Context: an optimization exercise on an open-source flow, tuned for small area. The choices shown serve that exercise and are no tape-out recipe. Function was checked by simulation only, so behaviour that the tests miss may differ from the original. Power is estimated from default activity; no workload was simulated. The clock port is modelled as an ideal driver; clocking choices that lean on that would not hold on a real chip.

// rsc
module rsc (
    input  wire       clk,
    input  wire       rst,
    input  wire [7:0] hb_addr,
    input  wire [7:0] hb_wdata,
    input  wire       hb_we,
    input  wire       hb_re,
    output wire [7:0] hb_rdata,
    output wire [3:0] cs_n,
    output wire       sclk,
    output wire       mosi,
    input  wire       miso,
    input  wire [3:0] rdy
);
    localparam [3:0] R_OK          = 4'h0;
    localparam [3:0] R_NOT_READY   = 4'h1;
    localparam [3:0] R_BAD_ADDR    = 4'h2;
    localparam [3:0] R_BAD_LEN     = 4'h3;
    localparam [3:0] R_BAD_ARG     = 4'h4;
    localparam [3:0] R_BAD_OPCODE  = 4'h5;
    localparam [3:0] R_TIMEOUT     = 4'h6;
    localparam [3:0] R_ASLEEP      = 4'h7;
    localparam [3:0] R_MISMATCH    = 4'h8;
    localparam [3:0] R_RX_EMPTY    = 4'h9;
    localparam [3:0] R_RX_FIFO_ERR = 4'hA;
    localparam [3:0] R_RX_OVERSIZE = 4'hB;
    localparam [3:0] R_RX_MALFORM  = 4'hC;
    localparam [4:0] S_IDLE   = 5'd0;
    localparam [4:0] S_CHECK  = 5'd1;
    localparam [4:0] S_REG_W  = 5'd16;
    localparam [4:0] S_REG_R  = 5'd17;
    localparam [4:0] S_STROBE = 5'd22;
    localparam [4:0] S_POLL   = 5'd23;
    localparam [4:0] S_ACT    = 5'd24;
    localparam [4:0] S_WAIT   = 5'd2;
    localparam [4:0] S_TXCNT  = 5'd18;
    localparam [4:0] S_SFTX   = 5'd25;
    localparam [4:0] S_TXFIFO = 5'd20;
    localparam [4:0] S_RXCNT  = 5'd19;
    localparam [4:0] S_RXPOLL = 5'd26;
    localparam [4:0] S_RXSFRX = 5'd27;
    localparam [4:0] S_RXSRX  = 5'd28;
    localparam [4:0] S_RXFIFO = 5'd21;
    localparam [4:0] S_DF1    = 5'd3;
    localparam [4:0] S_DF2    = 5'd4;
    reg [7:0] csr_cmd;
    reg [1:0] csr_mod;
    reg [7:0] csr_addr_hi;
    reg [7:0] csr_addr_lo;
    reg [7:0] csr_len;
    reg [7:0] csr_arg;
    reg [7:0] csr_max_polls;
    reg       issued;          
    reg       st_ovr;
    reg [3:0] csr_result;      
    reg [7:0] csr_last_polls;  
    reg [7:0] rx_count;
    reg [7:0] rx_len;
    reg [7:0] rx_addr;
    reg [7:0] rx_rssi;
    reg [7:0] rx_status2;
    reg       rx_pkt_valid;
    reg       rx_trailing;
    wire [7:0] last_status [0:3];    
    wire [7:0] errcnt      [0:3];
    wire [3:0] asleep;
    reg [4:0]  state;
  ...
For scale: about 3100 cells after synthesis, ~1200 flip-flops, roughly 39 I/O pins.
Settings: LEC_CHECK=0, CAP_MARGIN=20, CORE_MARGIN=2, CORE_UTILIZATION=62, GPL_TIMING_DRIVEN=1, SETUP_SLACK_MARGIN=0.3, SLEW_MARGIN=20; clock period 10.0 ns.
standard.sh (not shown) runs the stock make flow with config.mk's settings and CLKGATE_MAP_FILE= SYNTH_SCRIPT=/design/flow/synth_recipe.tcl, a recipe that flattens the netlist after the stock synthesis.
==> flow/flow/run.sh <==
#!/bin/bash
# Layout flow: the standard flow (standard.sh) with these changes, none
# of which touches a register (the netlist keeps the standard synthesis's
# registers, names and cell types):
# - synthesis maps the DBUF read multiplexer (module rsc_rdmux of
#   rtl/rsc_spi.v) to a fixed gate netlist written by gen_rdmux.py (a222oi
#   gates and a NAND/NOR tree), which ABC does not find by itself;
# - the ABC script of synthesis maps for area instead of delay;
# - clock tree synthesis clusters more sinks per buffer (25 within 100 um),
#   with no dummy loads, for a smaller clock tree.
# - the buffer that every input and output port gets is buf_2 instead of the
#   default clkdlybuf4s50_1: smaller and faster.
set -euo pipefail
HERE=$(pwd)

python3 "$HERE/flow/gen_rdmux.py" "$HERE/rdmux_cells.v" > "$HERE/gen_rdmux.log" 2>&1

# ORFS's synth.tcl with the read multiplexer replaced and the ABC script changed
sed -e "s#^\(\s*\)log_cmd abc {\*}\$abc_args#\1lset abc_args 1 $HERE/flow/abc_area.script\n\1log_cmd abc {*}\$abc_args#" \
    -e "s#^read_checkpoint .*1_1_yosys_canonicalize.rtlil\$#&\nread_verilog -overwrite $HERE/rdmux_cells.v#" \
    "$FLOW_HOME/scripts/synth.tcl" > "$HERE/synth_area.tcl"
grep -q "lset abc_args 1" "$HERE/synth_area.tcl"
grep -q "rdmux_cells.v" "$HERE/synth_area.tcl"

# The standard flow's synthesis script, sourcing the one above
sed "s#\$::env(SCRIPTS_DIR)/synth.tcl#$HERE/synth_area.tcl#" synth_recipe.tcl > "$HERE/synth_recipe_area.tcl"
grep -q "synth_area.tcl" "$HERE/synth_recipe_area.tcl"

# standard.sh with that synthesis script
sed "s#SYNTH_SCRIPT=[^ ]*#SYNTH_SCRIPT=$HERE/synth_recipe_area.tcl#" standard.sh > "$HERE/standard_area.sh"
grep -q "synth_recipe_area.tcl" "$HERE/standard_area.sh"

export BUFFER_PORTS_ARGS="-buffer_cell sky130_fd_sc_hd__buf_2"
export CTS_ARGS="-sink_clustering_enable -repair_clock_nets -sink_clustering_size 25 -sink_clustering_max_diameter 100 -dont_use_dummy_load"

bash "$HERE/standard_area.sh" finish > "$HERE/flow_make.log" 2>&1
Other scripts of this flow, unchanged in this note and not shown: flow/flow/abc_area.script, flow/flow/gen_rdmux.py
The first run completed without violations.
Change:
--- a/flow/flow/run.sh
+++ b/flow/flow/run.sh
@@ -9,6 +9,4 @@
 # - clock tree synthesis clusters more sinks per buffer (25 within 100 um),
 #   with no dummy loads, for a smaller clock tree.
-# - the buffer that every input and output port gets is buf_2 instead of the
-#   default clkdlybuf4s50_1: smaller and faster.
 set -euo pipefail
 HERE=$(pwd)
@@ -31,5 +29,4 @@
 grep -q "synth_recipe_area.tcl" "$HERE/standard_area.sh"
 
-export BUFFER_PORTS_ARGS="-buffer_cell sky130_fd_sc_hd__buf_2"
 export CTS_ARGS="-sink_clustering_enable -repair_clock_nets -sink_clustering_size 25 -sink_clustering_max_diameter 100 -dont_use_dummy_load"
 
- CAP_MARGIN: 20 -> 10
- GPL_TIMING_DRIVEN: 1 -> 0
- SETUP_SLACK_MARGIN: 0.3 -> 0.05
- SLEW_MARGIN: 20 -> 10
The changed run finished but fails on negative setup slack.
Clock power is about the same.
Worst setup slack degrades by 600 ps.
Die area does not change.
Register-to-register slack improves by 30 ps.
Clock-buffer cell count is unchanged.
Wire length climbs by 1.5%.
Power climbs by 1.2%.
Final cell count drops by 0.96%.
Via count climbs by 0.44%.
First-iteration DRC count drops by 2.7%.
Utilization climbs by 0.73 points.
Change:
--- a/flow/flow/run.sh
+++ b/flow/flow/run.sh
@@ -7,6 +7,8 @@
 #   gates and a NAND/NOR tree), which ABC does not find by itself;
 # - the ABC script of synthesis maps for area instead of delay;
-# - clock tree synthesis clusters more sinks per buffer (25 within 100 um),
+# - clock tree synthesis clusters more sinks per buffer (30 within 100 um),
 #   with no dummy loads, for a smaller clock tree.
+# - the buffer that every input and output port gets is buf_2 instead of the
+#   default clkdlybuf4s50_1: smaller and faster.
 set -euo pipefail
 HERE=$(pwd)
@@ -29,5 +31,6 @@
 grep -q "synth_recipe_area.tcl" "$HERE/standard_area.sh"
 
-export CTS_ARGS="-sink_clustering_enable -repair_clock_nets -sink_clustering_size 25 -sink_clustering_max_diameter 100 -dont_use_dummy_load"
+export BUFFER_PORTS_ARGS="-buffer_cell sky130_fd_sc_hd__buf_2"
+export CTS_ARGS="-sink_clustering_enable -repair_clock_nets -sink_clustering_size 30 -sink_clustering_max_diameter 100 -dont_use_dummy_load"
 
 bash "$HERE/standard_area.sh" finish > "$HERE/flow_make.log" 2>&1
- CAP_MARGIN: 10 -> 20
- CORE_UTILIZATION: 62 -> 70
- GPL_TIMING_DRIVEN: 0 -> 1
- SETUP_SLACK_MARGIN: 0.05 -> 0.3
- SLEW_MARGIN: 10 -> 20
What happened: The changed run ran to the end with no violations; clock skew went up by 5.1 ps; worst setup slack improves by 1000 ps; final cell count went down by a few percent; total power went down by a few percent; combinational power went down by a little under a tenth.
Change:
--- a/flow/flow/run.sh
+++ b/flow/flow/run.sh
@@ -7,5 +7,5 @@
 #   gates and a NAND/NOR tree), which ABC does not find by itself;
 # - the ABC script of synthesis maps for area instead of delay;
-# - clock tree synthesis clusters more sinks per buffer (30 within 100 um),
+# - clock tree synthesis clusters more sinks per buffer (25 within 100 um),
 #   with no dummy loads, for a smaller clock tree.
 # - the buffer that every input and output port gets is buf_2 instead of the
@@ -32,5 +32,5 @@
 
 export BUFFER_PORTS_ARGS="-buffer_cell sky130_fd_sc_hd__buf_2"
-export CTS_ARGS="-sink_clustering_enable -repair_clock_nets -sink_clustering_size 30 -sink_clustering_max_diameter 100 -dont_use_dummy_load"
+export CTS_ARGS="-sink_clustering_enable -repair_clock_nets -sink_clustering_size 25 -sink_clustering_max_diameter 100 -dont_use_dummy_load"
 
 bash "$HERE/standard_area.sh" finish > "$HERE/flow_make.log" 2>&1
Sequential share of layout area is lower by 0.25 points; register-to-register slack improves by 60 ps; critical path depth stays the same; power is higher by 1.5%; synthesized cell count is unchanged; die area stays the same; wire length is higher by 1.4%; final area is higher by 0.36%; worst setup slack stays flat; via count is higher by 0.80%.

-- static timing again, ports no longer ideal --
Ports are ideal in the flow. The routed layouts listed here were re-timed in OpenROAD.
Step 1 sets driving cells, clkbuf_16 on the clock port and buf_2 on the other inputs (assumed; they add their load-dependent delay and slew).
Step 2 also shifts input and output timing later by t, the mid clock arrival at the registers, as if the neighbouring blocks saw the same clock.
Slacks: ideal / step 1 / step 2; pairs: ideal / step 1.
| run | shift t [ns] | setup slack, ns | worst slew at a driven data input, ns |
|---|---|---|---|
| the first run | 0.706 | 0.538 / 0.470 / 0.930 | 0.04 |
| the second run | 0.698 | -0.066 / -0.087 / -0.087 | 0.04 |
| the third run | 0.671 | 0.939 / 0.872 / 1.083 | 0.04 |
| the fourth run | 0.705 | 0.938 / 0.868 / 1.105 | 0.04 |
The setup slack of the second run, which loses most, moves by -0.021 ns with the drivers and by -0.021 ns with both steps.
